Context: an optimization exercise on an open-source flow, tuned for small area, a short achievable clock period and few clock cycles per item. The choices shown serve that exercise and are no tape-out recipe.
In this exercise RTL edits were held to simulation tests only and were not proved equivalent to the original.
Power figures rest on the tool's default switching activity, not on a simulated workload.

`design/flow/flow/run.sh`:
```
#!/bin/bash
# The standard layout, with sky130_fd_sc_hd__buf_1 as the buffer that
# buffer_ports puts on every input and output port.
set -euo pipefail
export BUFFER_PORTS_ARGS="-buffer_cell sky130_fd_sc_hd__buf_1"
bash standard.sh > standard_flow.log 2>&1
```
`design/flow/standard.sh`:
```
#!/bin/bash
# synth_recipe.tcl (not shown) runs the flow's synth.tcl, then flattens the netlist and writes it again
# the make line also repeats each setting of config.mk as NAME=value (left out here)
make -C /OpenROAD-flow-scripts/flow DESIGN_CONFIG=/design/flow/config.mk WORK_HOME=/design/flow/orfs CLKGATE_MAP_FILE= SYNTH_SCRIPT=/design/flow/synth_recipe.tcl "${@:-finish}"
```
`design/flow/config.mk`:
```
export PLATFORM = sky130hd
export DESIGN_NAME = alpha_compositor
export DESIGN_NICKNAME = alpha_compositor
export VERILOG_FILES = /design/flow/design.v
export SDC_FILE = /design/flow/constraint.sdc
export NUM_CORES = 4
export LEC_CHECK = 0
export ABC_AREA = 1
export CAP_MARGIN = 20
export CORE_MARGIN = 2
export CORE_UTILIZATION = 60
export CTS_CLUSTER_DIAMETER = 100
export CTS_CLUSTER_SIZE = 30
export SLEW_MARGIN = 85
```
`design/flow/constraint.sdc`:
```
create_clock -name core_clock -period 33.0 [get_ports {clk}]
set_input_delay 6.6000 -clock core_clock [delete_from_list [all_inputs] [get_ports {clk}]]
set_output_delay 6.6000 -clock core_clock [all_outputs]
set_load 0.01 [all_outputs]
```
`design/flow/design.v`:
```
module alpha_compositor (
    input  wire         clk,
    input  wire         rst,         
    input  wire         cmd_valid,
    output wire         cmd_ready,
    input  wire [127:0] cmd,
    output reg          rsp_valid,
    input  wire         rsp_ready,
    output wire [47:0]  rsp
);
    function [31:0] csa;
        input [15:0] x;
        input [15:0] y;
        input [15:0] z;
        reg   [15:0] s;
        reg   [15:0] c;
        begin
            s   = x ^ y ^ z;
            c   = (x & y) | (x & z) | (y & z);
            csa = {c[14:0], 1'b0, s};
        end
    endfunction
    function [15:0] wsum;
        input [9:0] F;
        input [9:0] B;
        input [5:0] a;
        reg   [15:0] r0, r1, r2, r3, r4, r5;
        reg   [31:0] t1, t2, t3, t4;
        begin
            r0 = {6'd0, a[0] ? F : B};
            r1 = {5'd0, a[1] ? F : B, 1'd0};
            r2 = {4'd0, a[2] ? F : B, 2'd0};
            r3 = {3'd0, a[3] ? F : B, 3'd0};
            r4 = {2'd0, a[4] ? F : B, 4'd0};
            r5 = {1'd0, a[5] ? F : B, 5'd0};
            t1 = csa(r0, r1, r2);
            t2 = csa(r3, r4, r5);
            t3 = csa(t1[15:0], t1[31:16], t2[15:0]);
            t4 = csa(t3[15:0], t3[31:16], t2[31:16]);
            wsum = t4[15:0] + t4[31:16];
        end
    endfunction
    reg        ready_q;
    assign cmd_ready = ready_q;
    wire       accept = cmd_valid && ready_q;
    wire [7:0] cop = cmd[127:120];
    reg        v1;
    reg [7:0]  op1;
    reg [15:0] a0, a1;          
    reg [5:0]  a2;              
    reg        a2hi;            
    reg        xbad1;           
    reg        chan1, bch1, bpx1, use31;
    always @(posedge clk) begin
        op1   <= cop;
        a0    <= cmd[95:80];
        a1    <= cmd[79:64];
        a2    <= cmd[53:48];
        a2hi  <= cmd[63:54] != 10'd0;
        xbad1 <= (cmd[119:96] != 24'd0) || (cmd[47:0] != 48'd0);
        chan1 <= (cop == 8'h02) || (cop == 8'h04);
        bch1  <= (cop == 8'h04);
        bpx1  <= (cop == 8'h05);
        use31 <= (cop == 8'h04) || (cop == 8'h05);
        v1    <= accept && !rst;
    end
    wire is_nop  = op1 == 8'h00;
    wire is_sqrt = op1 == 8'h01;
    wire is_mch  = op1 == 8'h02;
    wire is_mpx  = op1 == 8'h03;
    wire is_bch  = op1 == 8'h04;
    wire is_bpx  = op1 == 8'h05;
    wire is_uv   = op1 == 8'h08;
    wire is_set  = (op1 == 8'h10) || (op1 == 8'h11);
    wire legal   = is_nop | is_sqrt | is_mch | is_mpx | is_bch | is_bpx | is_uv | is_set;
    wire use2 = is_mch | is_mpx | is_bch | is_bpx;
    wire rsv_bad = xbad1 || (is_nop && a0 != 16'd0) || (!use2 && a1 != 16'd0)
                || (!use31 && (a2hi || a2 != 6'd0));
    wire rng_bad = (is_sqrt && a0[15:12] != 4'd0)
                || (chan1 && (a0[15:6] != 10'd0 || a1[15:6] != 10'd0))
                || (is_bch && a2hi);
    wire [1:0] cause = !legal ? 2'd1 : rsv_bad ? 2'd2 : rng_bad ? 2'd3 : 2'd0;
    wire [15:0] bgpx  = bpx1 ? a1 : 16'd0;
    wire [5:0]  al    = use31 ? a2 : a1[5:0];
    wire        alhi  = use31 ? a2hi : (a1[15:6] != 10'd0);
    wire [5:0]  g_f   = chan1 ? a0[5:0] : a0[10:5];
    wire [5:0]  g_b   = bch1 ? a1[5:0] : bgpx[10:5];
    wire [9:0]  FR, BR, FG, BG, FB, BB;
    ac_sq5 u_fr (.i(a0[15:11]),   .o(FR));
    ac_sq5 u_br (.i(bgpx[15:11]), .o(BR));
    ac_sq6 u_fg (.i(g_f),         .o(FG));
    ac_sq6 u_bg (.i(g_b),         .o(BG));
    ac_sq5 u_fb (.i(a0[4:0]),     .o(FB));
    ac_sq5 u_bb (.i(bgpx[4:0]),   .o(BB));
    wire [15:0] sR = wsum(FR, BR, al);
    wire [15:0] sG = wsum(FG, BG, al);
    wire [15:0] sB = wsum(FB, BB, al);
    wire [15:0] gin = is_sqrt ? {a0[11:0], 4'd0} : sG;
    wire al_hi   = alhi || al == 6'd63;
    wire al_zero = !alhi && al == 6'd0;
    wire [8:0]  uv_th;
    ac_uv_angle u_ang (.f0(a0), .th(uv_th));
    reg [2:0]  kind;
    reg [15:0] side;
    always @(*) begin
        if (cause != 2'd0) begin
            kind = 3'd1; side = {6'd0, op1, cause};
        end else if (is_mch) begin
            kind = 3'd2; side = sG;
        end else if ((is_mpx || is_bpx) && al_hi) begin
            kind = 3'd2; side = a0;
        end else if ((is_mpx || is_bpx) && al_zero) begin
            kind = 3'd2; side = a1;
        end else if (is_mpx || is_bpx) begin
            kind = 3'd3; side = 16'd0;
        end else if (is_sqrt || is_bch) begin
            kind = 3'd4; side = 16'd0;
        end else if (is_uv) begin
            kind = 3'd5; side = {7'd0, uv_th};
        end else begin
            kind = 3'd0; side = 16'd0;
        end
    end
    reg        v2;
    reg [2:0]  kind2;
    reg [15:0] side2;
    reg [9:0]  sR2, sB2;            
    reg [11:0] sG2;                 
    always @(posedge clk) begin
        v2    <= v1 && !rst;
        kind2 <= kind;
        side2 <= side;
        sR2   <= sR[15:6];
        sG2   <= gin[15:4];
        sB2   <= sB[15:6];
    end
    wire [4:0] rR, rB;
    wire [5:0] rG;
    ac_isqrt10 u_qr (.n(sR2), .r(rR));
    ac_isqrt12 u_qg (.n(sG2), .r(rG));
    ac_isqrt10 u_qb (.n(sB2), .r(rB));
    reg [1:0]  kc;
    reg [15:0] pc;
    always @(*) begin
        case (kind2)
            3'd1:    begin kc = 2'd3; pc = side2; end
            3'd2:    begin kc = 2'd1; pc = side2; end
            3'd3:    begin kc = 2'd1; pc = {rR, rG, rB}; end
            3'd4:    begin kc = 2'd1; pc = {10'd0, rG}; end
            3'd5:    begin kc = 2'd2; pc = side2; end
            default: begin kc = 2'd0; pc = side2; end
        endcase
    end
    reg [17:0] qm [0:2];
    reg [1:0]  wp, rp, cnt;
    reg [1:0]  occ;             
    always @(posedge clk) begin
        if (v2)
            qm[wp] <= {kc, pc};
    end
    wire        qne   = cnt != 2'd0;
    wire        have  = qne || v2;
    wire [17:0] nxt   = qne ? qm[rp] : {kc, pc};
    wire [8:0] uqr = qne ? qm[rp][8:0] : side2[8:0];
    wire [17:0] uv;
    ac_uv_table u_tab (.th(uqr), .o(uv));
    wire [8:0] dx = uv[8:0];
    wire [8:0] dy = uv[17:9];
    reg        fault;
    reg [7:0]  s_op;
    reg [1:0]  s_cause;
    reg [15:0] res0;
    reg [8:0]  res1;            
    reg        res1_s;          
    assign rsp = {s_op, 2'b00, s_cause, 3'b000, fault, {4{res1_s}}, {3{res1[8]}}, res1, res0};
    wire [1:0] wp_i  = (wp == 2'd2) ? 2'd0 : wp + 2'd1;
    wire [1:0] rp_i  = (rp == 2'd2) ? 2'd0 : rp + 2'd1;
    wire [1:0] t_wp  = (v2 && qne) ? wp_i : wp;
    wire [1:0] t_rp  = qne ? rp_i : rp;
    wire [1:0] t_cnt = cnt - {1'b0, qne} + {1'b0, v2 && qne};
    wire [1:0] h_wp  = v2 ? wp_i : wp;
    wire [1:0] h_cnt = cnt + {1'b0, v2};
    wire [1:0] occ_a = occ + {1'b0, accept};
    wire       t_rdy = (occ_a - {1'b0, have}) != 2'd3;
    wire       h_rdy = occ_a != 2'd3;
    wire [1:0] t_occ = occ_a - {1'b0, have};
    wire [1:0] nk   = nxt[17:16];
    wire       live = have && !fault;
    wire       upd0 = live && (nk == 2'd1 || nk == 2'd2);
    wire       upd1 = live && (nk == 2'd2);
    wire       updf = live && (nk == 2'd3);
    wire [15:0] r0n = (nk == 2'd2) ? {{7{dx[8]}}, dx} : nxt[15:0];
    wire take = !rsp_valid || rsp_ready;
    always @(posedge clk) begin
        if (rst || (take && upd0)) res0 <= rst ? 16'd0 : r0n;
    end
    always @(posedge clk) begin
        if (rst || (take && upd1)) res1 <= rst ? 9'd0 : dy;
    end
    always @(posedge clk) begin
        if (rst || (take && upd1)) res1_s <= !rst && uqr > 9'd72 && uqr < 9'd216;
    end
    always @(posedge clk) begin
        if (rst || (take && updf)) begin
            fault   <= !rst;
            s_op    <= rst ? 8'd0 : nxt[9:2];
            s_cause <= rst ? 2'd0 : nxt[1:0];
        end
    end
    always @(posedge clk) begin
        if (rst) begin
            wp        <= 2'd0;
            rp        <= 2'd0;
            cnt       <= 2'd0;
            occ       <= 2'd0;
            ready_q   <= 1'b1;
            rsp_valid <= 1'b0;
        end else if (take) begin
            wp        <= t_wp;
            rp        <= t_rp;
            cnt       <= t_cnt;
            occ       <= t_occ;
            ready_q   <= t_rdy;
            rsp_valid <= have;
        end else begin
            wp        <= h_wp;
            cnt       <= h_cnt;
            occ       <= occ_a;
            ready_q   <= h_rdy;
        end
    end
endmodule
module ac_sq5(i, o);
  input [4:0] i;
  wire [4:0] i;
  output [9:0] o;
  wire [9:0] o;
  wire n0;
  wire n1;
  wire n10;
  wire n11;
  wire n12;
  wire n13;
  wire n14;
  wire n15;
  wire n16;
  wire n17;
  wire n18;
  wire n19;
  wire n2;
  wire n20;
  wire n3;
  wire n4;
  wire n5;
  wire n6;
  wire n7;
  wire n8;
  wire n9;
  assign n7 = ~i[0];
  assign n6 = i[2] & ~(i[1]);
  assign n5 = ~(i[3] ^ i[2]);
  assign n4 = ~n5;
  assign o[4] = n7 ? n6 : n4;
  assign o[2] = i[1] & ~(i[0]);
  assign n3 = ~i[3];
  assign n2 = i[1] & ~(n5);
  assign n1 = n2 & ~(n7);
  assign n0 = n3 & ~(n1);
  assign o[9] = i[4] & ~(n0);
  assign n20 = ~(i[2] ^ i[1]);
  assign o[3] = i[0] & ~(n20);
  assign n19 = i[4] & i[0];
  assign n18 = n5 & ~(n7);
  assign n17 = ~((n18 & i[2]) | n2);
  assign o[5] = ~(n17 ^ n19);
  assign n16 = ~i[2];
  assign n15 = n1 | ~(i[4]);
  assign o[8] = ~((i[3] & n16) | n15);
  assign n14 = ~n0;
  assign n13 = ~(i[4] & i[1]);
  assign n12 = i[1] ? i[4] : i[2];
  assign n11 = n12 & ~(n19);
  assign o[6] = ~((n11 | n3) & (n13 | n14));
  assign n10 = i[3] | ~(i[2]);
  assign n9 = ~i[1];
  assign n8 = i[4] ? n9 : n16;
  assign o[7] = ~((n8 | n3) & (n15 | n10));
  assign o[1:0] = { 1'h0, i[0] };
endmodule
module ac_sq6(i, o);
  input [5:0] i;
  wire [5:0] i;
  output [9:0] o;
  wire [9:0] o;
  wire n0;
  wire n1;
  wire n10;
  wire n11;
  wire n12;
  wire n13;
  wire n14;
  wire n15;
  wire n16;
  wire n17;
  wire n18;
  wire n19;
  wire n2;
  wire n20;
  wire n21;
  wire n22;
  wire n23;
  wire n24;
  wire n25;
  wire n26;
  wire n27;
  wire n28;
  wire n29;
  wire n3;
  wire n30;
  wire n31;
  wire n32;
  wire n33;
  wire n34;
  wire n35;
  wire n36;
  wire n37;
  wire n38;
  wire n39;
  wire n4;
  wire n40;
  wire n41;
  wire n42;
  wire n43;
  wire n44;
  wire n45;
  wire n46;
  wire n47;
  wire n48;
  wire n49;
  wire n5;
  wire n50;
  wire n51;
  wire n52;
  wire n53;
  wire n6;
  wire n7;
  wire n8;
  wire n9;
  assign n51 = ~((n52 | i[5]) & i[2]);
  assign n50 = i[5] & ~(i[3]);
  assign n49 = i[3] & ~(i[5]);
  assign n48 = ~((n50 & n52) | n49);
  assign n47 = ~(n48 & i[4]);
  assign n46 = n51 & ~(n47);
  assign n45 = n32 | n18;
  assign o[7] = ~((n45 & n37) | n46);
  assign o[9] = i[5] & ~(n31);
  assign n44 = n32 & ~(n30);
  assign n43 = n46 | ~(n44);
  assign n42 = ~((n52 | i[4]) & n8);
  assign n41 = n48 & ~(n42);
  assign n40 = ~(o[9] & n17);
  assign n39 = ~((n41 | i[2]) & n40);
  assign o[6] = n43 & ~(n39);
  assign n38 = n13 & ~(n17);
  assign o[1] = i[0] & ~(n38);
  assign n37 = ~i[4];
  assign n36 = i[5] & ~(i[1]);
  assign n35 = ~i[5];
  assign n34 = i[2] & i[3];
  assign n33 = n34 | n35;
  assign n32 = n33 & ~(n36);
  assign n31 = n37 & ~(n32);
  assign n30 = i[4] & i[3];
  assign n29 = n30 & ~(n35);
  assign o[8] = n29 | n31;
  assign o[0] = i[1] & ~(i[0]);
  assign n28 = ~o[0];
  assign n27 = ~(i[2] | i[3]);
  assign n26 = ~(n27 | n34);
  assign n25 = ~n26;
  assign n24 = ~(n34 | i[1]);
  assign n23 = ~(n24 | n27);
  assign n22 = n37 & ~(n23);
  assign n21 = ~(n23 & i[4]);
  assign n20 = ~(n21 & i[0]);
  assign o[3] = ~((n20 | n22) & (n25 | n28));
  assign n19 = ~i[0];
  assign n18 = ~i[3];
  assign n17 = i[2] & ~(i[1]);
  assign n16 = ~(i[4] ^ i[3]);
  assign n15 = n17 & ~(n16);
  assign n14 = n15 | n18;
  assign n13 = i[2] | ~(i[1]);
  assign n12 = n13 | n37;
  assign n11 = ~((n12 & n14) | n19);
  assign n10 = i[5] & ~(n11);
  assign n9 = ~(n10 & i[0]);
  assign n8 = i[1] | ~(i[3]);
  assign n7 = n17 | i[0];
  assign n6 = ~((n7 | n8) & (n16 | n28));
  assign n5 = ~((n11 & n35) | n6);
  assign o[4] = ~(n5 & n9);
  assign o[2] = i[0] ? n26 : n17;
  assign n4 = i[4] & ~(i[0]);
  assign n3 = ~((n4 | i[3]) & (n30 | i[2]));
  assign n2 = n10 & ~(n3);
  assign n1 = ~n3;
  assign n0 = ~((n1 | n10) & i[1]);
  assign n53 = ~((n11 & n36) | n15);
  assign o[5] = ~((n0 | n2) & n53);
  assign n52 = i[0] & i[1];
endmodule
module ac_isqrt12(n, r);
  input [11:0] n;
  wire [11:0] n;
  output [5:0] r;
  wire [5:0] r;
  wire n0;
  wire n1;
  wire n10;
  wire n11;
  wire n12;
  wire n13;
  wire n14;
  wire n15;
  wire n16;
  wire n17;
  wire n18;
  wire n19;
  wire n2;
  wire n20;
  wire n21;
  wire n22;
  wire n23;
  wire n24;
  wire n25;
  wire n26;
  wire n27;
  wire n28;
  wire n29;
  wire n3;
  wire n30;
  wire n31;
  wire n32;
  wire n33;
  wire n34;
  wire n35;
  wire n36;
  wire n37;
  wire n38;
  wire n39;
  wire n4;
  wire n40;
  wire n41;
  wire n42;
  wire n43;
  wire n44;
  wire n45;
  wire n46;
  wire n47;
  wire n48;
  wire n49;
  wire n5;
  wire n50;
  wire n51;
  wire n52;
  wire n53;
  wire n54;
  wire n55;
  wire n56;
  wire n57;
  wire n58;
  wire n59;
  wire n6;
  wire n60;
  wire n61;
  wire n62;
  wire n63;
  wire n64;
  wire n65;
  wire n66;
  wire n67;
  wire n68;
  wire n69;
  wire n7;
  wire n70;
  wire n71;
  wire n72;
  wire n73;
  wire n74;
  wire n75;
  wire n76;
  wire n77;
  wire n78;
  wire n79;
  wire n8;
  wire n80;
  wire n81;
  wire n9;
  assign r[3] = ~n48;
  assign n47 = ~(n[5] | n[4]);
  assign n46 = ~n47;
  assign n45 = ~n53;
  assign n44 = n[11] & ~(n50);
  assign n43 = ~(n55 & n59);
  assign n42 = ~((n43 & n44) | (n48 & n45));
  assign n41 = n61 & ~(n49);
  assign n40 = ~((n48 & r[4]) | n41);
  assign n39 = n40 ^ n[8];
  assign n38 = ~(n39 & r[5]);
  assign n37 = n39 ^ n52;
  assign n36 = n[6] ? n48 : n46;
  assign n35 = r[4] & ~(n36);
  assign n34 = ~r[4];
  assign n33 = ~(n36 & n34);
  assign n32 = n48 | n[6];
  assign n31 = ~((n32 & n[7]) | n41);
  assign n30 = ~((n31 & n33) | n35);
  assign n29 = ~((n30 | n37) & n38);
  assign n28 = n29 & n42;
  assign n27 = n28 ? n48 : n46;
  assign n26 = n27 ^ n[6];
  assign n25 = n26 ^ r[4];
  assign n24 = ~n[4];
  assign n23 = n24 & ~(n28);
  assign n22 = n23 ^ n[5];
  assign n21 = n22 | n48;
  assign n20 = n22 ^ n48;
  assign n19 = n[3] | n[2];
  assign n18 = n[4] ? n28 : n19;
  assign n17 = n20 & ~(n18);
  assign n16 = n21 & ~(n17);
  assign n15 = n25 & ~(n16);
  assign n14 = ~((n26 & r[4]) | n15);
  assign n13 = n33 & ~(n35);
  assign n12 = n13 & ~(n28);
  assign n11 = n12 ^ n31;
  assign n10 = ~(n11 ^ n52);
  assign n9 = n10 & n14;
  assign n8 = n52 & ~(n11);
  assign n7 = n30 ^ n37;
  assign n6 = ~((n39 & n42) | n7);
  assign n5 = n6 | n8;
  assign n4 = ~(n5 | n9);
  assign r[1] = ~n4;
  assign r[2] = ~n28;
  assign n3 = n4 ? n28 : n19;
  assign n2 = n3 ^ n24;
  assign n1 = n2 | n48;
  assign n0 = n18 ^ n20;
  assign n81 = n4 ? n22 : n0;
  assign n80 = n4 | n[2];
  assign n79 = n80 ^ n[3];
  assign n78 = n79 & ~(n28);
  assign n77 = ~(n[1] | n[0]);
  assign n76 = n[2] ? r[1] : n77;
  assign n75 = n28 & ~(n79);
  assign n74 = n76 & ~(n75);
  assign n73 = ~n2;
  assign n72 = ~((n73 | r[3]) & (n74 | n78));
  assign n71 = ~((n72 & n1) | (n81 & n34));
  assign n70 = ~n26;
  assign n69 = n16 ^ n25;
  assign n68 = n4 ? n70 : n69;
  assign n67 = ~((n68 | n52) & (n81 | n34));
  assign n66 = n6 | ~(n11);
  assign n65 = n10 ^ n14;
  assign n64 = ~((n65 & n66) | (n68 & n52));
  assign r[0] = ~((n67 | n71) & n64);
  assign n63 = ~(n[8] | n[9]);
  assign n62 = ~n63;
  assign r[4] = n[10] ? n[11] : n62;
  assign n61 = ~(n[7] | n[6]);
  assign n60 = ~(n61 | n[8]);
  assign n59 = ~n60;
  assign n58 = ~(n[8] & n[9]);
  assign n57 = n[10] & ~(n[11]);
  assign n56 = ~(n57 & n[9]);
  assign n55 = n56 & n58;
  assign n54 = ~n55;
  assign n53 = ~((r[4] & n63) | n54);
  assign n52 = ~(n[11] | n[10]);
  assign r[5] = ~n52;
  assign n51 = ~((r[5] & n53) | n59);
  assign n50 = ~(n63 ^ n[10]);
  assign n49 = n[11] ? n50 : n58;
  assign n48 = n49 & ~(n51);
endmodule
module ac_isqrt10(n, r);
  input [9:0] n;
  wire [9:0] n;
  output [4:0] r;
  wire [4:0] r;
  wire n0;
  wire n1;
  wire n10;
  wire n11;
  wire n12;
  wire n13;
  wire n14;
  wire n15;
  wire n16;
  wire n17;
  wire n18;
  wire n19;
  wire n2;
  wire n20;
  wire n21;
  wire n22;
  wire n23;
  wire n24;
  wire n25;
  wire n26;
  wire n27;
  wire n28;
  wire n29;
  wire n3;
  wire n30;
  wire n31;
  wire n32;
  wire n33;
  wire n34;
  wire n35;
  wire n36;
  wire n37;
  wire n38;
  wire n39;
  wire n4;
  wire n40;
  wire n5;
  wire n6;
  wire n7;
  wire n8;
  wire n9;
  assign n25 = ~n[8];
  assign n24 = ~(n[8] | n[7]);
  assign n23 = n[6] | ~(n24);
  assign n22 = ~((n25 | n[9]) & n23);
  assign r[3] = ~n22;
  assign n21 = ~((n25 | n[7]) & n[9]);
  assign n20 = n[4] | n[6];
  assign n19 = n20 | n[5];
  assign n18 = n21 & ~(n19);
  assign n17 = ~(n[9] | n[7]);
  assign n16 = n18 & ~(n17);
  assign n15 = n[9] & n[6];
  assign n14 = n15 ^ n24;
  assign n13 = n21 | ~(n14);
  assign n12 = ~n[3];
  assign n11 = n[2] | n[4];
  assign n10 = n12 & ~(n11);
  assign n9 = n10 | ~(n[5]);
  assign n8 = ~n[7];
  assign n7 = n[9] ? n25 : n8;
  assign r[2] = ~((n7 & n23) | n18);
  assign n6 = r[2] ^ r[3];
  assign n5 = n[5] | ~(n10);
  assign n4 = n24 | n[6];
  assign n3 = n[9] ? n[7] : n4;
  assign n2 = ~(n3 & n5);
  assign n1 = ~((n6 & n9) | n2);
  assign n0 = n13 & ~(n1);
  assign r[1] = n16 | ~(n0);
  assign n40 = n[0] | n[2];
  assign n39 = ~(n40 | n[1]);
  assign n38 = ~(n39 & n12);
  assign n37 = n0 ^ r[2];
  assign n36 = ~n[4];
  assign n35 = ~((n39 | n12) & (n6 | n36));
  assign n34 = ~((n37 & n38) | n35);
  assign n33 = ~(n6 & n36);
  assign n32 = r[4] & ~(n17);
  assign n31 = n[9] ^ n[6];
  assign n30 = ~((n31 | n36) & (n32 | n24));
  assign n29 = ~((n30 & n[5]) | (n33 & n14));
  assign n28 = ~(r[1] & n13);
  assign n27 = n14 ? n[5] : n3;
  assign n26 = ~((n27 & n28) | n16);
  assign r[0] = ~((n29 | n34) & n26);
  assign r[4] = n[8] | n[9];
endmodule
module ac_uv_angle(f0, th);
  input [15:0] f0;
  wire [15:0] f0;
  output [8:0] th;
  wire [8:0] th;
  wire n0;
  wire n1;
  wire n10;
  wire n11;
  wire n12;
  wire n13;
  wire n14;
  wire n15;
  wire n16;
  wire n17;
  wire n18;
  wire n19;
  wire n2;
  wire n20;
  wire n21;
  wire n22;
  wire n23;
  wire n24;
  wire n25;
  wire n26;
  wire n27;
  wire n28;
  wire n29;
  wire n3;
  wire n30;
  wire n31;
  wire n32;
  wire n33;
  wire n34;
  wire n35;
  wire n36;
  wire n37;
  wire n38;
  wire n39;
  wire n4;
  wire n40;
  wire n41;
  wire n42;
  wire n43;
  wire n5;
  wire n6;
  wire n7;
  wire n8;
  wire n9;
  assign n26 = f0[14] & f0[8];
  assign n25 = ~(f0[13] | f0[7]);
  assign n24 = f0[12] & f0[6];
  assign n23 = ~f0[5];
  assign n22 = ~(f0[4] | f0[11]);
  assign n21 = f0[4] ^ f0[11];
  assign n20 = ~((n21 & n23) | n22);
  assign n19 = f0[12] ^ f0[6];
  assign n18 = ~((n19 & n20) | n24);
  assign n17 = f0[13] ^ f0[7];
  assign n16 = ~((n17 & n18) | n25);
  assign n15 = f0[14] ^ f0[8];
  assign n14 = ~((n15 & n16) | n26);
  assign n13 = f0[15] ^ f0[9];
  assign n12 = ~(n13 ^ n14);
  assign n11 = n19 ^ n20;
  assign n10 = n11 & ~(n12);
  assign n9 = n15 ^ n16;
  assign n8 = ~(n21 ^ f0[5]);
  assign n7 = n8 | n9;
  assign n6 = n17 ^ n18;
  assign n5 = n6 & f0[10];
  assign n4 = n13 & ~(n14);
  assign n3 = ~((f0[15] & f0[9]) | n4);
  assign n2 = n6 ^ f0[10];
  assign n1 = n2 & ~(n3);
  assign n0 = ~(n1 | n5);
  assign n43 = n8 ^ n9;
  assign n42 = n43 & ~(n0);
  assign n41 = n7 & ~(n42);
  assign n40 = ~(n11 ^ n12);
  assign n39 = n40 & ~(n41);
  assign n38 = ~(n39 | n10);
  assign n37 = ~(n2 ^ n3);
  assign n36 = n37 & n38;
  assign n35 = ~(n43 ^ n0);
  assign n34 = n35 | n36;
  assign n33 = n40 ^ n41;
  assign n32 = n34 & ~(n33);
  assign n31 = ~(n37 | n38);
  assign n30 = n35 & ~(n31);
  assign th[8] = n32 & ~(n30);
  assign n29 = ~(n31 | n36);
  assign th[7] = ~(n29 ^ n32);
  assign th[6] = ~(n33 ^ n34);
  assign n28 = ~n30;
  assign n27 = n29 | n32;
  assign th[5] = ~((n27 | n28) & n34);
  assign th[4] = ~f0[4];
  assign th[3:0] = f0[3:0];
endmodule
module ac_uv_table(th, o);
  input [8:0] th;
  wire [8:0] th;
  output [17:0] o;
  wire [17:0] o;
  wire n0;
  wire n1;
  wire n10;
  wire n100;
  wire n101;
  wire n102;
  wire n103;
  wire n104;
  wire n105;
  wire n106;
  wire n107;
  wire n108;
  wire n109;
  wire n11;
  wire n110;
  wire n111;
  wire n112;
  wire n113;
  wire n114;
  wire n115;
  wire n116;
  wire n117;
  wire n118;
  wire n119;
  wire n12;
  wire n120;
  wire n121;
  wire n122;
  wire n123;
  wire n124;
  wire n125;
  wire n126;
  wire n127;
  wire n128;
  wire n129;
  wire n13;
  wire n130;
  wire n131;
  wire n132;
  wire n133;
  wire n134;
  wire n135;
  wire n136;
  wire n137;
  wire n138;
  wire n139;
  wire n14;
  wire n140;
  wire n141;
  wire n142;
  wire n143;
  wire n144;
  wire n145;
  wire n146;
  wire n147;
  wire n148;
  wire n149;
  wire n15;
  wire n150;
  wire n151;
  wire n152;
  wire n153;
  wire n154;
  wire n155;
  wire n156;
  wire n157;
  wire n158;
  wire n159;
  wire n16;
  wire n160;
  wire n161;
  wire n162;
  wire n163;
  wire n164;
  wire n165;
  wire n166;
  wire n167;
  wire n168;
  wire n169;
  wire n17;
  wire n170;
  wire n171;
  wire n172;
  wire n173;
  wire n174;
  wire n175;
  wire n176;
  wire n177;
  wire n178;
  wire n179;
  wire n18;
  wire n180;
  wire n181;
  wire n182;
  wire n183;
  wire n184;
  wire n185;
  wire n186;
  wire n187;
  wire n188;
  wire n189;
  wire n19;
  wire n190;
  wire n191;
  wire n192;
  wire n193;
  wire n194;
  wire n195;
  wire n196;
  wire n197;
  wire n198;
  wire n199;
  wire n2;
  wire n20;
  wire n200;
  wire n201;
  wire n202;
  wire n203;
  wire n204;
  wire n205;
  wire n206;
  wire n207;
  wire n208;
  wire n209;
  wire n21;
  wire n210;
  wire n211;
  wire n212;
  wire n213;
  wire n214;
  wire n215;
  wire n216;
  wire n217;
  wire n218;
  wire n219;
  wire n22;
  wire n220;
  wire n221;
  wire n222;
  wire n223;
  wire n224;
  wire n225;
  wire n226;
  wire n227;
  wire n228;
  wire n229;
  wire n23;
  wire n230;
  wire n231;
  wire n232;
  wire n233;
  wire n234;
  wire n235;
  wire n236;
  wire n237;
  wire n238;
  wire n239;
  wire n24;
  wire n240;
  wire n241;
  wire n242;
  wire n243;
  wire n244;
  wire n245;
  wire n246;
  wire n247;
  wire n248;
  wire n249;
  wire n25;
  wire n250;
  wire n251;
  wire n252;
  wire n253;
  wire n254;
  wire n255;
  wire n256;
  wire n257;
  wire n258;
  wire n259;
  wire n26;
  wire n260;
  wire n261;
  wire n262;
  wire n263;
  wire n264;
  wire n265;
  wire n266;
  wire n267;
  wire n268;
  wire n269;
  wire n27;
  wire n270;
  wire n271;
  wire n272;
  wire n273;
  wire n274;
  wire n275;
  wire n276;
  wire n277;
  wire n278;
  wire n279;
  wire n28;
  wire n280;
  wire n281;
  wire n29;
  wire n3;
  wire n30;
  wire n31;
  wire n32;
  wire n33;
  wire n34;
  wire n35;
  wire n36;
  wire n37;
  wire n38;
  wire n39;
  wire n4;
  wire n40;
  wire n41;
  wire n42;
  wire n43;
  wire n44;
  wire n45;
  wire n46;
  wire n47;
  wire n48;
  wire n49;
  wire n5;
  wire n50;
  wire n51;
  wire n52;
  wire n53;
  wire n54;
  wire n55;
  wire n56;
  wire n57;
  wire n58;
  wire n59;
  wire n6;
  wire n60;
  wire n61;
  wire n62;
  wire n63;
  wire n64;
  wire n65;
  wire n66;
  wire n67;
  wire n68;
  wire n69;
  wire n7;
  wire n70;
  wire n71;
  wire n72;
  wire n73;
  wire n74;
  wire n75;
  wire n76;
  wire n77;
  wire n78;
  wire n79;
  wire n8;
  wire n80;
  wire n81;
  wire n82;
  wire n83;
  wire n84;
  wire n85;
  wire n86;
  wire n87;
  wire n88;
  wire n89;
  wire n9;
  wire n90;
  wire n91;
  wire n92;
  wire n93;
  wire n94;
  wire n95;
  wire n96;
  wire n97;
  wire n98;
  wire n99;
  assign n254 = ~th[8];
  assign n253 = ~(th[0] | th[1]);
  assign n252 = n253 & ~(th[2]);
  assign n251 = ~(th[4] | th[5]);
  assign n250 = th[7] & ~(n251);
  assign n249 = ~((th[6] & th[7]) | n250);
  assign n248 = ~(th[3] | th[5]);
  assign n247 = th[6] & ~(n248);
  assign n246 = ~((th[4] & th[6]) | th[7]);
  assign n245 = n246 & ~(n247);
  assign n244 = n245 | ~(n249);
  assign n243 = ~((n247 & n250) | th[8]);
  assign n242 = n243 & n244;
  assign n241 = n242 ^ th[3];
  assign n240 = ~(n241 | n252);
  assign n239 = n249 & ~(th[8]);
  assign n238 = ~(n239 & th[4]);
  assign n237 = ~(n239 | th[4]);
  assign n236 = n238 & ~(n237);
  assign n235 = ~th[3];
  assign n234 = n235 & ~(n242);
  assign n233 = n234 & n252;
  assign n232 = n233 ^ n236;
  assign n231 = n232 & ~(n240);
  assign n230 = ~((n234 & n238) | n237);
  assign n229 = n230 ^ th[5];
  assign n228 = ~n229;
  assign n227 = n231 & ~(n228);
  assign n226 = ~n227;
  assign n225 = ~(n230 | th[5]);
  assign n224 = ~(n225 ^ th[6]);
  assign n223 = ~n224;
  assign n222 = ~((n226 & n254) | n223);
  assign n221 = ~n222;
  assign n220 = n252 & ~(n235);
  assign n219 = ~n220;
  assign n218 = n241 & ~(n252);
  assign n217 = n219 & ~(n218);
  assign n216 = n232 & ~(n217);
  assign n215 = n216 & ~(n228);
  assign n214 = ~th[1];
  assign n213 = ~th[0];
  assign n212 = n242 & ~(n213);
  assign n211 = n212 ^ n214;
  assign n210 = ~n211;
  assign n209 = ~n253;
  assign n208 = n209 & ~(n242);
  assign n207 = n208 ^ th[2];
  assign n206 = th[1] & ~(th[0]);
  assign n205 = n206 & n207;
  assign n204 = ~(n205 | n252);
  assign n203 = n204 & ~(n210);
  assign n202 = n209 & ~(n207);
  assign n201 = n202 | n203;
  assign n200 = n215 & ~(n201);
  assign n199 = n231 | n242;
  assign n198 = n199 ^ n228;
  assign n197 = n231 ? n228 : n198;
  assign n196 = ~(n206 | n211);
  assign n195 = n196 & ~(n207);
  assign n194 = n216 & ~(n195);
  assign n193 = n197 & ~(n194);
  assign n192 = ~(n232 ^ n240);
  assign n191 = ~n192;
  assign n190 = ~n206;
  assign n189 = ~(n207 & n209);
  assign n188 = n189 & n240;
  assign n187 = ~(n188 & n190);
  assign n186 = n207 ? n190 : n213;
  assign n185 = ~((n191 | n253) & n217);
  assign n184 = ~((n185 & n187) | (n186 & n191));
  assign n183 = ~n236;
  assign n182 = n183 & ~(n217);
  assign n181 = n189 & ~(n252);
  assign n180 = n181 & ~(n211);
  assign n179 = ~((n180 | n205) & n182);
  assign n178 = n184 | ~(n179);
  assign n177 = n193 & ~(n178);
  assign n176 = n252 ? n235 : n241;
  assign n175 = n207 & ~(n176);
  assign n174 = n213 & ~(n175);
  assign n173 = n187 & ~(n211);
  assign n172 = ~n217;
  assign n171 = n192 & ~(n172);
  assign n170 = ~n171;
  assign n169 = ~((n170 | n203) & (n173 | n192));
  assign n168 = ~((n174 & n182) | n169);
  assign n167 = ~((n197 | n168) & n221);
  assign o[9] = ~((n167 | n177) & (n200 | n221));
  assign n166 = n243 & ~(n245);
  assign n165 = ~n166;
  assign n164 = ~n197;
  assign n163 = ~n232;
  assign n162 = n186 & ~(n253);
  assign n161 = ~n207;
  assign n160 = n161 & ~(n196);
  assign n159 = ~(n160 | n162);
  assign n158 = n159 | n163;
  assign n157 = n186 & n218;
  assign n156 = n158 & ~(n157);
  assign n155 = th[0] & ~(n207);
  assign n154 = ~n155;
  assign n153 = n154 & ~(n203);
  assign n152 = n153 ^ n217;
  assign n151 = n192 ? n156 : n152;
  assign n150 = ~(n211 & th[0]);
  assign n149 = n150 & ~(n206);
  assign n148 = n154 & ~(n149);
  assign n147 = ~(n148 | n159);
  assign n146 = n172 ? n213 : n147;
  assign n145 = ~(n146 & n191);
  assign n144 = n211 & ~(n181);
  assign n143 = n144 | n202;
  assign n142 = n205 | ~(n182);
  assign n141 = ~((n142 | n203) & (n143 | n170));
  assign n140 = n197 & ~(n141);
  assign n139 = ~((n140 & n145) | (n151 & n164));
  assign n138 = n139 | ~(n221);
  assign n137 = n166 & o[9];
  assign n136 = n144 & n215;
  assign n135 = n207 & ~(n149);
  assign n134 = n135 | n159;
  assign n133 = n188 & ~(n210);
  assign n132 = ~((n188 | n211) & n192);
  assign n131 = ~((n132 | n133) & (n134 | n192));
  assign n130 = ~(n131 | n197);
  assign n129 = ~n130;
  assign n128 = n186 & ~(n252);
  assign n127 = n171 & ~(n196);
  assign n126 = n128 | ~(n127);
  assign n125 = ~n196;
  assign n124 = n207 & ~(n150);
  assign n123 = n124 | n176;
  assign n122 = n123 | n160;
  assign n121 = ~((n122 & n191) | (n157 & n125));
  assign n120 = ~(n121 & n126);
  assign n119 = n197 & ~(n120);
  assign n118 = n221 & ~(n119);
  assign n117 = ~((n118 & n129) | (n136 & n222));
  assign n116 = n117 & n166;
  assign n115 = n116 | n137;
  assign n114 = ~((n115 | n138) & n166);
  assign n113 = ~((n154 & n211) | n195);
  assign n112 = n113 & ~(n182);
  assign n111 = ~(n112 & n169);
  assign n110 = ~(n134 | n192);
  assign n109 = n182 & ~(n113);
  assign n108 = n134 & n200;
  assign n107 = n108 | n109;
  assign n106 = ~((n110 & n217) | n107);
  assign n105 = ~((n106 & n111) | n197);
  assign n104 = n180 | ~(n189);
  assign n103 = ~((n104 & n191) | (n185 & n189));
  assign n102 = ~(n149 & n216);
  assign n101 = ~(n102 & n197);
  assign n100 = ~((n101 | n103) & n221);
  assign n99 = ~(n100 | n105);
  assign n98 = ~((n99 & n114) | n165);
  assign n97 = ~(n197 | n222);
  assign n96 = n195 | n172;
  assign n95 = n192 & ~(n144);
  assign n94 = ~(n188 | n192);
  assign n93 = n180 | n217;
  assign n92 = ~((n93 & n94) | (n95 & n96));
  assign n91 = n183 & ~(n176);
  assign n90 = n198 & ~(n91);
  assign n89 = ~(n90 | n222);
  assign n88 = ~((n89 & n193) | (n92 & n97));
  assign n87 = ~((n88 | n98) & n166);
  assign n86 = ~((n94 | n171) & n221);
  assign n85 = n86 | n193;
  assign n84 = n87 & ~(n85);
  assign n83 = n84 | ~(n166);
  assign n82 = n97 & ~(n171);
  assign o[16] = n82 ^ n83;
  assign o[15] = ~(n85 ^ n87);
  assign o[14] = n88 ^ n98;
  assign n81 = ~n97;
  assign n80 = ~(n134 | n155);
  assign n79 = n80 | n172;
  assign n78 = ~(n144 | n180);
  assign n77 = n78 & ~(n205);
  assign n76 = n79 & ~(n77);
  assign n75 = n133 | n192;
  assign n74 = ~((n127 & n181) | (n143 & n182));
  assign n73 = ~((n75 | n76) & n74);
  assign n72 = n149 & ~(n207);
  assign n71 = n135 | ~(n176);
  assign n70 = n71 | n72;
  assign n69 = n218 & ~(n236);
  assign n68 = ~((n70 & n94) | n69);
  assign n67 = n68 | n222;
  assign n66 = ~((n67 & n81) | (n73 & n164));
  assign o[13] = ~(n66 ^ n98);
  assign o[12] = n99 ^ n114;
  assign o[11] = n115 ^ n138;
  assign o[10] = n117 ^ n137;
  assign n65 = ~n160;
  assign n64 = n227 | n242;
  assign n63 = n64 ^ n223;
  assign n62 = ~n63;
  assign n61 = n198 & ~(n232);
  assign n60 = ~((n149 | n176) & (n175 | th[0]));
  assign n59 = ~n198;
  assign n58 = ~(n232 & n176);
  assign n57 = ~((n58 | n124) & n59);
  assign n56 = n236 & ~(n176);
  assign n55 = ~n56;
  assign n54 = n162 & ~(n55);
  assign n53 = ~n91;
  assign n52 = ~n176;
  assign n51 = n232 | n52;
  assign n50 = n51 | ~(n148);
  assign n49 = n155 | n206;
  assign n48 = ~((n49 | n53) & n50);
  assign n47 = n48 | n54;
  assign n46 = ~(n198 & n232);
  assign n45 = ~((n150 | n175) & n190);
  assign n44 = ~((n45 | n46) & (n47 | n57));
  assign n43 = ~((n60 & n61) | n44);
  assign n42 = ~(n64 & n223);
  assign n41 = n219 & ~(n42);
  assign n40 = ~n41;
  assign n39 = ~((n40 | n65) & (n43 | n62));
  assign o[0] = ~n39;
  assign n38 = ~n239;
  assign n37 = ~n72;
  assign n36 = n53 | n80;
  assign n35 = ~((n51 | n159) & n59);
  assign n34 = ~((n127 & n204) | n35);
  assign n33 = ~n61;
  assign n32 = ~(n149 ^ n175);
  assign n31 = n204 & ~(n147);
  assign n30 = ~((n31 | n46) & (n32 | n33));
  assign n29 = ~((n34 & n36) | n30);
  assign n28 = ~((n29 | n62) & (n40 | n37));
  assign n27 = n239 & ~(n39);
  assign n26 = n27 | ~(n28);
  assign n25 = ~((n146 | n206) & n207);
  assign n24 = ~((n25 & n154) | n33);
  assign n23 = ~(n56 & n147);
  assign n22 = n72 | ~(n181);
  assign n21 = n22 | n53;
  assign n20 = n150 & n204;
  assign n19 = ~((n20 | n51) & (n58 | th[0]));
  assign n18 = n21 & ~(n19);
  assign n17 = ~((n18 & n23) | n198);
  assign n16 = n190 & ~(n160);
  assign n15 = n16 ^ n176;
  assign n14 = ~((n15 | n46) & n63);
  assign n13 = n14 | n17;
  assign n12 = n13 | n24;
  assign n11 = ~((n12 | n26) & n239);
  assign n10 = n16 | ~(n176);
  assign n9 = n10 ^ n31;
  assign n8 = n9 | n46;
  assign n7 = ~n241;
  assign n6 = ~n113;
  assign n5 = ~((n45 & n7) | (n6 & n176));
  assign n4 = ~((n52 & n253) | n232);
  assign n3 = n202 | ~(n4);
  assign n2 = n149 & ~(n155);
  assign n1 = ~((n2 | n55) & (n58 | n211));
  assign n0 = n3 & ~(n1);
  assign n281 = ~((n0 & n59) | (n5 & n61));
  assign n280 = ~((n281 & n8) | n62);
  assign n279 = ~((n280 & n11) | n38);
  assign n278 = n175 | ~(n232);
  assign n277 = n71 & ~(n278);
  assign n276 = ~(n123 & n163);
  assign n275 = ~((n276 | n72) & n198);
  assign n274 = ~((n275 | n277) & n57);
  assign n273 = n277 | n171;
  assign n272 = ~((n273 | n57) & n63);
  assign n271 = n272 | ~(n274);
  assign n270 = ~((n271 | n279) & n239);
  assign n269 = ~((n278 & n53) | n62);
  assign n268 = n269 & n57;
  assign n267 = ~(n268 & n270);
  assign n266 = ~(n267 & n239);
  assign n265 = n63 & n90;
  assign o[7] = n265 ^ n266;
  assign o[6] = n268 ^ n270;
  assign o[5] = n271 ^ n279;
  assign n264 = ~((n119 | n77) & n232);
  assign n263 = ~((n119 & n77) | n264);
  assign n262 = n51 | ~(n22);
  assign n261 = ~((n53 | n143) & n262);
  assign n260 = n261 | n263;
  assign n259 = ~((n78 & n172) | n278);
  assign n258 = n69 | n198;
  assign n257 = ~((n258 | n259) & n63);
  assign n256 = ~((n260 & n198) | n257);
  assign o[4] = ~(n256 ^ n279);
  assign o[3] = n280 ^ n11;
  assign n255 = ~(n26 & n239);
  assign o[2] = ~(n12 ^ n255);
  assign o[1] = ~(n27 ^ n28);
  assign o[17] = ~((n82 & n84) | n165);
  assign o[8] = ~((n176 | n238) & n266);
endmodule
```
==> results of run 1 <==
[final timing paths]
path / end / from / slack, ns / cells past startpoint
max: side2[15]$_SDFF_PP0_ / bpx1$_DFF_P_ / 21.02 / 47
max reg2reg: side2[15]$_SDFF_PP0_ / bpx1$_DFF_P_ / 21.02 / 47
min reg2reg: v2$_DFF_P_ / v1$_DFF_P_ / 0.42 / 2
min: v2$_DFF_P_ / v1$_DFF_P_ / 0.42 / 2
[cell usage in the layout (no fill, tap or decap), types with 19 or more instances in the layout]
cell type,instances
dfxtp_2,29
clkdlybuf4s50_1,61
o21ai_0,90
nor2_2,34
edfxtp_1,91
buf_1,214
fa_1,100
nor2_4,22
o21ai_4,38
o21ai_1,124
or2_2,19
dfxtp_1,70
buf_2,29
o21ai_2,54
ha_1,103
nand3_1,96
inv_2,48
nand2_2,43
inv_1,303
a21oi_1,79
nand2_1,520
nor2_1,113
[cell usage after synthesis, types with 14 or more instances]
| library cell | count |
|---|---|
| nand2_1 | 553 |
| inv_1 | 350 |
| o21ai_0 | 290 |
| nor2_1 | 160 |
| dfxtp_1 | 117 |
| ha_1 | 111 |
| fa_1 | 101 |
| nand3_1 | 100 |
| a21oi_1 | 97 |
| edfxtp_1 | 91 |
| clkbuf_1 | 46 |
| nor4_1 | 32 |
| xor2_1 | 32 |
| nor3_1 | 22 |
| nand2_2 | 19 |
| or2_2 | 19 |
| inv_2 | 18 |
| o22ai_1 | 16 |
| nand4_1 | 15 |
| buf_4 | 14 |
[power groups by stage]
stage	Sequential, mW	Clock (mW)	Combinational [mW]
floorplan	0.365	0	1.12
global placement	0.370	0	1.51
detailed placement	0.375	0	1.76
CTS	0.370	0.169	1.77
global route	0.375	0.177	2.10
finish	0.370	0.169	1.92
[worst reg2reg max path: cells and delay by family (launching register included)]
family                     cells  cell delay [ns]
buffers and inverters         21             6.90
xor gates and xnor gates       1             0.11
AOI/OAI and AO/OA              8             1.21
DFF                            1             0.40
adders and majority gates      5             2.09
and+or+nand+nor               12             1.24
[final cells by class]
type	count	area [um^2]
inverter	377	1490
multi-input combinational	1723	13200
tap	384	480
fill	1908	5900
sequential	208	5180
clock buffer	16	337
clock inverter	4	46.3
timing repair buffer	363	2210
[state kept, by name, indices dropped and copies added (netlist names), 3 cells and up, named ones only]
register	count
qm	54
a0	16
a1	16
res0	16
side2	16
sG2	12
sB2	10
sR2	10
res1	9
op1	8
s_op	8
a2	6
kind2	3
[metal layers]
layer	wire length (um)	vias to the layer above	share of wire [%]	GRT usage [%]
li1	-	8427	-	-
met1	22100	8630	37	43.0
met4	4180	0	6.9	21.7
met5	0	-	0	0
met3	4580	303	7.6	3.85
met2	29500	1007	49	64.6
[per-stage QoR]
stage / utilization, % / hold slack [ns]
after detailed placement: 74.7 / 0.415
after global routing: 79.6 / 0.457
after floorplan: - / 0.388
final: 79.6 / 0.421
after CTS: 76.0 / 0.429
after global placement: 64.6 / 0.397
[cells by family after synthesis]
group	count (synthesis)	share of synthesized area, %
other	1	0.0213
adders and majority gates	212	19.3
AOI/OAI and AO/OA	517	16.7
buffers and inverters	447	10.0
xor gates and xnor gates	43	2.24
DFF	208	28.8
muxes	1	0.0638
and+or+nand+nor	945	22.9
==> summary.md, run 1 <==
| Metric | Value |
|---|---|
| Static Leak | 9.87 nW |
| Core ar. | 0.0289 mm^2 |
| Cts hold-fix bufs | 0 |
| Switching Share | 56.3% |
| Critical path's slowest cell | clkdlybuf4s50_1 |
| Post-CTS Resized | 0 |
| Worst hold path type | flip-flop to flip-flop |
| Register area share after synthesis | 28.8% |
| Final worst slack | 21.02 ns |
| Die height | 175 um |
| Setup Buffers After CTS | 0 |
| Final wirelength | 60300 um |
| Diode count | 0 |
| Final hold violation count | 0 |
| Avg Vias per Cell | 5.97 |
| Internal power | 1.07 mW |
| Detail Route Antenna Nets | 0 |
| Root buffer cell | clkbuf_16 |
| Final number of setup-violating endpoints | 0 |
| Crit path kind | flip-flop to flip-flop |
| Status | timing/DRC/antenna clean |
| CTS H-Tree Depth | 1 |
| Buf+Inv Stages, Crit Path | 21 |
| Unrepaired setup endpoints after global routing | false |
| #FFs+latches synth | 208 |
| Clock group share of total power | 6.9% |
| Max incr delay on CP | 0.57 ns |
| Ranking of synthesized cells by area | edfxtp_1 15%, dfxtp_1 13%, nand2_1 12%, fa_1 11%, o21ai_0 8.2% |
| Post-Syn Instances | 2374 |
| Clock Latency Late Sink | 0.50 ns |
| Vias | 18400 |
| Async set-reset flop share out of synthesis | 0% |
| Global-route wire length before repair | 90200 um |
| Layout cells sized above 1 | 22.9% |
| CTS tree | yes |
| Non-Filler Instances | 3075 |
| Flop pwr share | 15.1% |
| Setup TNS | 0 ns |
| Crit path max-delay family | buffers and inverters |
| PortBufs | 176 |
| Combinational share of power | 78.0% |
| Crit-path max FO | 5 |
| Syn. warnings | 1 |
| Total gr overflow | 0 |
| Total track usage | 36.5% |
| Vias in the first global route | 18000 |
| Max_cap viols | 0 |
| Total Power | 2.46 mW |
| Largest net degree at the start of global routing | 33 |
| Fin area | 0.0230 mm^2 |
| Slew Limit Fails | 0 |
| DP Cell Count | 3035 |
| CTS buffer count | 12 |
| Final worst path period share | 36.3% |
| Per-cell routed wire length | 19.6 um |
| Data required, critical path | 33.42 ns |
| Gpl congestion | 0.962 |
| Detailed Routing Iterations Pass 1 | 6 |
| Top cell type by total area after synthesis | edfxtp_1 |
| Max Clk Rate | 0.0834 GHz |
| Number of synthesized flops with an enable pin | 91 |
| Pre-CTS setup slack | 21.45 ns |
| Clk sinks | 208 |
| Post-synth design cell area | 0.0176 mm^2 |
| Synth Flop Type | dfxtp_1 |
| Clk buf depth | 3 |
| Die area | 0.0308 mm^2 |
| Io pins | 182 |
| Starting Density | 61.1% |
| DR DRC count | 0 |
| Count of cell types in the netlist | 64 |
| Number of core rows | 62 |
| Number of antenna violations at the first check in global routing | 0 |
| Max Clock Skew | 0.0240 ns |
| DP Wirelength | 45500 um |
| Mean Syn Cell Area | 7.43 um^2 |
| Worst vdd ir | 0.0822 mV |
| DRT iter0 DRCs | 1828 |
| CP endpoint kind | flip-flop |
| Psw | 1.38 mW |
| Placed cell area | 0.0216 mm^2 |
| CP Data Arrival Time | 12.40 ns |
| Fin nets | 3029 |
| Worst path most repeated cell | clkdlybuf4s50_1 |
| Crit start category | flip-flop |
| Pwr Density | 107 mW/mm^2 |
| Die Width | 175 um |
| Top-area cell type share of the netlist area | 15.5% |
| Final min period | 11.98 ns |
| Layout area overhead | 30.1% |
| Clock Pin Slew Worst Setup and Hold Paths | 0.11 ns |
Testbench counts, summed over its fixed seeds: cycles 18,018, items 18,000.
==> run 2, diff against run 1 <==
--- a/design/flow/config.mk
+++ b/design/flow/config.mk
@@ -11,4 +11,4 @@
 export CORE_UTILIZATION = 60
 export CTS_CLUSTER_DIAMETER = 100
 export CTS_CLUSTER_SIZE = 30
-export SLEW_MARGIN = 85
+export SLEW_MARGIN = 75
==> run 2 against run 1 <==
Against the previous run:
- non-clock buffer count shrank 151
- power shrank 14%
- sequential power shrank 1%
- register-to-register slack gained 5.0 ns
- critical endpoint is now rsp[27]
- sequential cell count is the same
- still clean on timing, DRC and antenna
- worst hold slack gained 0.0091 ns
- clock power is essentially flat
- maximum frequency grew 54%
- utilization shrank 12 points
- setup slack gained 4.2 ns
- area after synthesis is the same
- critical path type is now flip-flop to output pin
- largest power group unchanged
==> summary.md, run 2 <==
| Metric | Value |
|---|---|
| Ranking of synthesized cells by area | edfxtp_1 15%, dfxtp_1 13%, nand2_1 12%, fa_1 11%, o21ai_0 8.2% |
| Max_cap viols | 0 |
| Placed cell area | 0.0190 mm^2 |
| Global-route wire length before repair | 83100 um |
| R2r endpoint | res0[12]$_SDFFCE_PP0P_ |
| Final min period | 7.77 ns |
| Vias | 16800 |
| DRT iter0 DRCs | 1586 |
| CP Data Arrival Time | 1.17 ns |
| Crit start category | flip-flop |
| Register area share after synthesis | 28.8% |
| Status | timing/DRC/antenna clean |
| Clk buf depth | 3 |
| Detail Route Antenna Nets | 0 |
| Buf+Inv Stages, Crit Path | 1 |
| Vias in the first global route | 16200 |
| Starting Density | 61.1% |
| Max Clock Skew | 0.0244 ns |
| Total track usage | 33.7% |
| Detailed Routing Iterations Pass 1 | 8 |
| Total gr overflow | 0 |
| Largest family of logic cells by synthesized area | simple AND/OR/NAND/NOR gates |
| Mean Syn Cell Area | 7.43 um^2 |
| Top reg by flops | qm |
| Static Leak | 8.91 nW |
| Per-cell routed wire length | 17.8 um |
| Number of core rows | 62 |
| Root buffer cell | clkbuf_16 |
| Die Width | 175 um |
| Crit path kind | flip-flop to output pin |
| Crit path max-delay family | flip-flops |
| Data required, critical path | 26.40 ns |
| Layout area overhead | 10.9% |
| Cts hold-fix bufs | 0 |
| Number of antenna violations at the first check in global routing | 0 |
| CP endpoint kind | output pin |
| Critical Path Sink | rsp[27] |
| WHS | 0.430 ns |
| Pre-CTS setup slack | 24.95 ns |
| Io pins | 182 |
| Clock Pin Slew Worst Setup and Hold Paths | 0.11 ns |
| Setup TNS | 0 ns |
| Worst vdd ir | 0.0708 mV |
| Simple-Gate Fraction of Synth Area | 22.9% |
| XOR/XNOR Fraction of Synth Area | 2.24% |
| Reg2Reg Depth | 35 |
| CTS buffer count | 12 |
| Synth Area in Adders | 19.3% |
| Post-CTS Resized | 0 |
| Slew Limit Fails | 0 |
| Mux cell area share after synthesis | 0.0638% |
| Setup Buffers After CTS | 0 |
| Fin area | 0.0196 mm^2 |
| Cell count along the critical path | 1 |
| Fill count | 2514 |
| Synth Flop Type | dfxtp_1 |
| Largest net degree at the start of global routing | 47 |
| Commonest cells in the netlist | 553 x nand2_1, 350 x inv_1, 290 x o21ai_0 |
| Final worst path period share | 23.6% |
| Commonest non-fill, non-tap cell in the layout | nand2_1 |
| DP Wirelength | 41200 um |
| Critical path's slowest cell | edfxtp_1 |
| Final wirelength | 51900 um |
| Max Clk Rate | 0.129 GHz |
| Avg Vias per Cell | 5.75 |
| PortBufs | 176 |
| Pwr Density | 108 mW/mm^2 |
| Final worst slack | 25.23 ns |
| Post-synthesis compound-gate area fraction | 16.7% |
| Top-area cell type share of the netlist area | 15.5% |
| Reg2reg start | cnt[0]$_SDFF_PP0_ |
| Worst hold path type | flip-flop to flip-flop |
| Clock Latency Late Sink | 0.50 ns |
| Syn. warnings | 1 |
| Top cell type by total area after synthesis | edfxtp_1 |
| Core ar. | 0.0289 mm^2 |
| Die height | 175 um |
| Number of synthesized flops with an enable pin | 91 |
| Die area | 0.0308 mm^2 |
| Most frequent cells in the layout | 552 x nand2_1, 344 x inv_1, 255 x o21ai_0 |
| Layout cells sized above 1 | 8.74% |
| Fin nets | 2878 |
| CTS H-Tree Depth | 1 |
| Most common cell in the netlist | nand2_1 |
| CTS tree | yes |
| Gpl congestion | 0.962 |
| Hold Startpoint | v1$_DFF_P_ |
| Max reg flops | 54 |
| Post-synth design cell area | 0.0176 mm^2 |
| Crit-path cells | buf_1 |
| Final hold violation count | 0 |
| Async set-reset flop share out of synthesis | 0% |
| DP Cell Count | 2900 |
| Clk sinks | 208 |
| Critical path origin | res1[8]$_SDFFCE_PP0P_ |
| Max incr delay on CP | 0.51 ns |
| FF-to-FF setup slack | 25.98 ns |
| Unrepaired setup endpoints after global routing | false |
| Non-Filler Instances | 2925 |
| #FFs+latches synth | 208 |
| Final number of setup-violating endpoints | 0 |
| Crit-path max FO | 4 |
| Post-Syn Instances | 2374 |
| Count of cell types in the netlist | 64 |
| DR DRC count | 0 |
==> run 2: area by class of cell <==
type | instances | area [um^2] | share of cell area [%]
inverter | 377 | 1430 | 7.32
multi-input combinational | 1723 | 11200 | 57.3
clock buffer | 17 | 362 | 1.85
clock inverter | 3 | 43.8 | 0.224
tap | 384 | 480 | 2.46
timing repair buffer | 212 | 932 | 4.76
sequential | 208 | 5100 | 26.1
antenna | 1 | 2.50 | 0.0128
==> run 2: per-layer routing <==
layer  GRT usage [%]  wire (um)  vias to the layer above  part of all wire (%)
li1                -          -                     8104                     -
met1            41.8      20400                     7763                    39
met2            60.0      25300                      783                    49
met3            2.58       3560                      156                   6.8
met4            15.2       2600                        0                   5.0
met5               0          0                        -                     0
==> run 2: logic make-up (layout without fill, tap and decap cells) <==
| group | count (synthesis) | count (layout) |
|---|---|---|
| and+or+nand+nor | 945 | 945 |
| other | 1 | 6 |
| DFF | 208 | 208 |
| adders and majority gates | 212 | 212 |
| xor gates and xnor gates | 43 | 43 |
| muxes | 1 | 1 |
| buffers and inverters | 447 | 609 |
| AOI/OAI and AO/OA | 517 | 517 |
==> run 2: worst min-delay path by stage <==
| stage | endpoint | slack, ns | cells past startpoint |
|---|---|---|---|
| finish | v2$_DFF_P_ | 0.43 | 2 |
| detailed placement | v2$_DFF_P_ | 0.42 | 2 |
| global placement | v2$_DFF_P_ | 0.40 | 2 |
| floorplan | v2$_DFF_P_ | 0.39 | 2 |
| global route | v2$_DFF_P_ | 0.45 | 2 |
| CTS | v2$_DFF_P_ | 0.44 | 2 |
==> run 2: per-stage QoR <==
| stage | power, mW | utilization, % |
|---|---|---|
| 3_3_place_gp | 1.88 | 64.6 |
| 3_5_place_dp | 1.90 | 65.8 |
| 5_1_grt | 2.32 | 67.8 |
| 6_report | 2.11 | 67.8 |
| 4_1_cts | 2.09 | 67.2 |
| 2_1_floorplan | 1.48 | - |
==> run 2: power breakdown <==
part	leakage, nW	internal (mW)	switching, mW
Clock	0.197	0.0808	0.0901
Combinational	6.89	0.513	1.06
Sequential	1.83	0.331	0.0339
==> run 3, diff against run 2 <==
--- a/design/flow/config.mk
+++ b/design/flow/config.mk
@@ -11,4 +11,4 @@
 export CORE_UTILIZATION = 60
 export CTS_CLUSTER_DIAMETER = 100
 export CTS_CLUSTER_SIZE = 30
-export SLEW_MARGIN = 75
+export SLEW_MARGIN = 70
==> run 3 against run 2 <==
Against the previous run:
- highest routed layer is now met5
- critical endpoint is now rsp[26]
- non-clock buffer count shrank 10
- still clean on timing, DRC and antenna
- final cell count fell by 0.31%
- first-iteration DRC count is 2.7% higher
- sequential share of layout area up 0.26 points
- power rose by 0.12%
- largest cell class unchanged
==> summary.md, run 3 <==
| Metric | Value |
|---|---|
| Diode count | 0 |
| CP Data Arrival Time | 1.16 ns |
| DRT iter0 DRCs | 1629 |
| Final Util | 67.0% |
| Final hold violation count | 0 |
| Detailed Routing Iterations Pass 1 | 7 |
| #FFs+latches synth | 208 |
| CTS H-Tree Depth | 1 |
| Top reg by flops | qm |
| Non-Filler Instances | 2916 |
| Setup TNS | 0 ns |
| Total gr overflow | 0 |
| Clock group share of total power | 8.4% |
| WHS | 0.421 ns |
| DR DRC count | 0 |
| Data required, critical path | 26.40 ns |
| Slew Limit Fails | 0 |
| Clk sinks | 208 |
| Pre-CTS setup slack | 24.97 ns |
| Count of cell types in the netlist | 64 |
| Cts hold-fix bufs | 0 |
| CTS buffer count | 13 |
| Worst vdd ir | 0.0696 mV |
| Final worst path period share | 23.5% |
| Gpl congestion | 0.962 |
| Core ar. | 0.0289 mm^2 |
| Layout cells sized above 1 | 7.54% |
| Mean Syn Cell Area | 7.43 um^2 |
| Post-synth design cell area | 0.0176 mm^2 |
| Worst hold path type | flip-flop to flip-flop |
| Critical path's slowest cell | edfxtp_1 |
| Max incr delay on CP | 0.50 ns |
| Post-Syn Instances | 2374 |
| Most common cell in the netlist | nand2_1 |
| Total track usage | 34.2% |
| Crit start category | flip-flop |
| Max Clock Skew | 0.0591 ns |
| Final wirelength | 52500 um |
| Async set-reset flop share out of synthesis | 0% |
| Avg Vias per Cell | 5.80 |
| Syn. warnings | 1 |
| Clock Latency Late Sink | 0.52 ns |
| Post-CTS Resized | 0 |
| Largest net degree at the start of global routing | 47 |
| Unrepaired setup endpoints after global routing | false |
| Number of synthesized flops with an enable pin | 91 |
| Synth Flop Type | dfxtp_1 |
| Commonest cells in the netlist | 553 x nand2_1, 350 x inv_1, 290 x o21ai_0 |
| Per-cell routed wire length | 18.0 um |
| Most frequent cells in the layout | 552 x nand2_1, 346 x inv_1, 267 x o21ai_0 |
| Setup Buffers After CTS | 0 |
| Number of core rows | 62 |
| Number of antenna violations at the first check in global routing | 1 |
| Io pins | 182 |
| Placed cell area | 0.0189 mm^2 |
| Switching Share | 56.5% |
| Final min period | 7.76 ns |
| Crit path kind | flip-flop to output pin |
| Crit-path cells | buf_1 |
| Flop pwr share | 17.3% |
| Fin area | 0.0193 mm^2 |
| Crit-path max FO | 4 |
| Psw | 1.19 mW |
| Top cell type by total area after synthesis | edfxtp_1 |
| Max Clk Rate | 0.129 GHz |
| Clk buf depth | 3 |
| Die Width | 175 um |
| CTS tree | yes |
| Final number of setup-violating endpoints | 0 |
| Internal power | 919 uW |
| DP Cell Count | 2894 |
| CP endpoint kind | output pin |
| Static Leak | 8.86 nW |
| Status | timing/DRC/antenna clean |
| Max_cap viols | 0 |
| DP Wirelength | 41600 um |
| Ranking of synthesized cells by area | edfxtp_1 15%, dfxtp_1 13%, nand2_1 12%, fa_1 11%, o21ai_0 8.2% |
| Root buffer cell | clkbuf_16 |
| Layout area overhead | 9.54% |
| Clock Pin Slew Worst Setup and Hold Paths | 0.10 ns |
| Top-area cell type share of the netlist area | 15.5% |
| Final worst slack | 25.24 ns |
| Commonest non-fill, non-tap cell in the layout | nand2_1 |
| Combinational share of power | 74.3% |
| Vias in the first global route | 16600 |
| Total Power | 2.11 mW |
| PortBufs | 176 |
| Die height | 175 um |
| Pwr Density | 109 mW/mm^2 |
| Fin nets | 2869 |
| Crit path max-delay family | flip-flops |
| Global-route wire length before repair | 84300 um |
| Starting Density | 61.1% |
| Die area | 0.0308 mm^2 |
| Detail Route Antenna Nets | 0 |
| Buf+Inv Stages, Crit Path | 1 |
| Vias | 16900 |
| Max reg flops | 54 |
| Register area share after synthesis | 28.8% |
==> run 3: cell counts after synthesis <==
Identical to the previous run, type by type.
==> run 3: power groups by stage <==
stage,clock network (mW),registers (mW),logic (mW)
2_1_floorplan,0,0.365,1.12
3_3_place_gp,0,0.370,1.51
3_5_place_dp,0,0.371,1.53
4_1_cts,0.180,0.365,1.54
5_1_grt,0.190,0.371,1.75
6_report,0.178,0.365,1.57
==> run 3: worst paths after layout <==
| kind | depth (start not counted) | endpoint | slack, ns | start |
|---|---|---|---|---|
| min reg2reg | 2 | v2$_DFF_P_ | 0.42 | v1$_DFF_P_ |
| max | 1 | rsp[26] | 25.24 | res1[8]$_SDFFCE_PP0P_ |
| min | 2 | v2$_DFF_P_ | 0.42 | v1$_DFF_P_ |
| max reg2reg | 35 | res0[15]$_SDFFCE_PP0P_ | 25.86 | cnt[0]$_SDFF_PP0_ |
==> run 3: final cells by class <==
class / count / area [um^2]
inverters: 377 / 1420
clock inverters: 6 / 100
flip-flops and latches: 208 / 5090
well taps: 384 / 480
multi-input cells: 1723 / 11000
clock buffers: 16 / 337
repair buffers: 202 / 866
fillers: 2543 / 9530
==> run 3: logic make-up after synthesis <==
| family | after synthesis | share of synthesized area (%) |
|---|---|---|
| other cells | 1 | 0.0213 |
| flops | 208 | 28.8 |
| simple gates | 945 | 22.9 |
| mux | 1 | 0.0638 |
| buf+inv | 447 | 10.0 |
| compound gates | 517 | 16.7 |
| fa+ha+maj | 212 | 19.3 |
| xor+xnor | 43 | 2.24 |
==> run 3: per-layer routing <==
layer / global-route usage, % / up-vias / share of wire (%)
li1: - / 8092 / -
met1: 41.9 / 7843 / 39
met2: 61.0 / 833 / 49
met3: 3.42 / 147 / 7.5
met4: 15.1 / 2 / 4.5
met5: 0 / - / 0.027

==> static timing again, ports no longer ideal <==
No port has a modelled driver above. Below, the same layouts with a new extraction and two added sets of constraints.
Step 1 assumes that a clkbuf_16 drives the clock port and a buf_2 every other input.
Step 2 times the ports against the registers' clock, not the clock port: input delays grow and output delays shrink by t, the midpoint of the rising clock arrivals with the driver on.
Slacks: ideal ports / drivers / drivers and shift; pairs: ideal ports / drivers.
run | t (ns) | setup WS [ns] | worst setup path at the end | clock arrival spread, ns | cell pins on the clock port's net
run 1 | 0.534 | 21.016 / 21.016 / 21.016 | register to register | 0.024 / 0.024 | 1
run 2 | 0.520 | 25.227 / 25.190 / 24.957 | input to register | 0.024 / 0.024 | 1
run 3 | 0.532 | 25.245 / 25.204 / 24.944 | input to register | 0.060 / 0.059 | 1
After both steps every run listed still meets setup and hold. For run 3, which loses most, drivers alone change the setup slack by -0.041 ns; drivers and shift together by -0.301 ns.
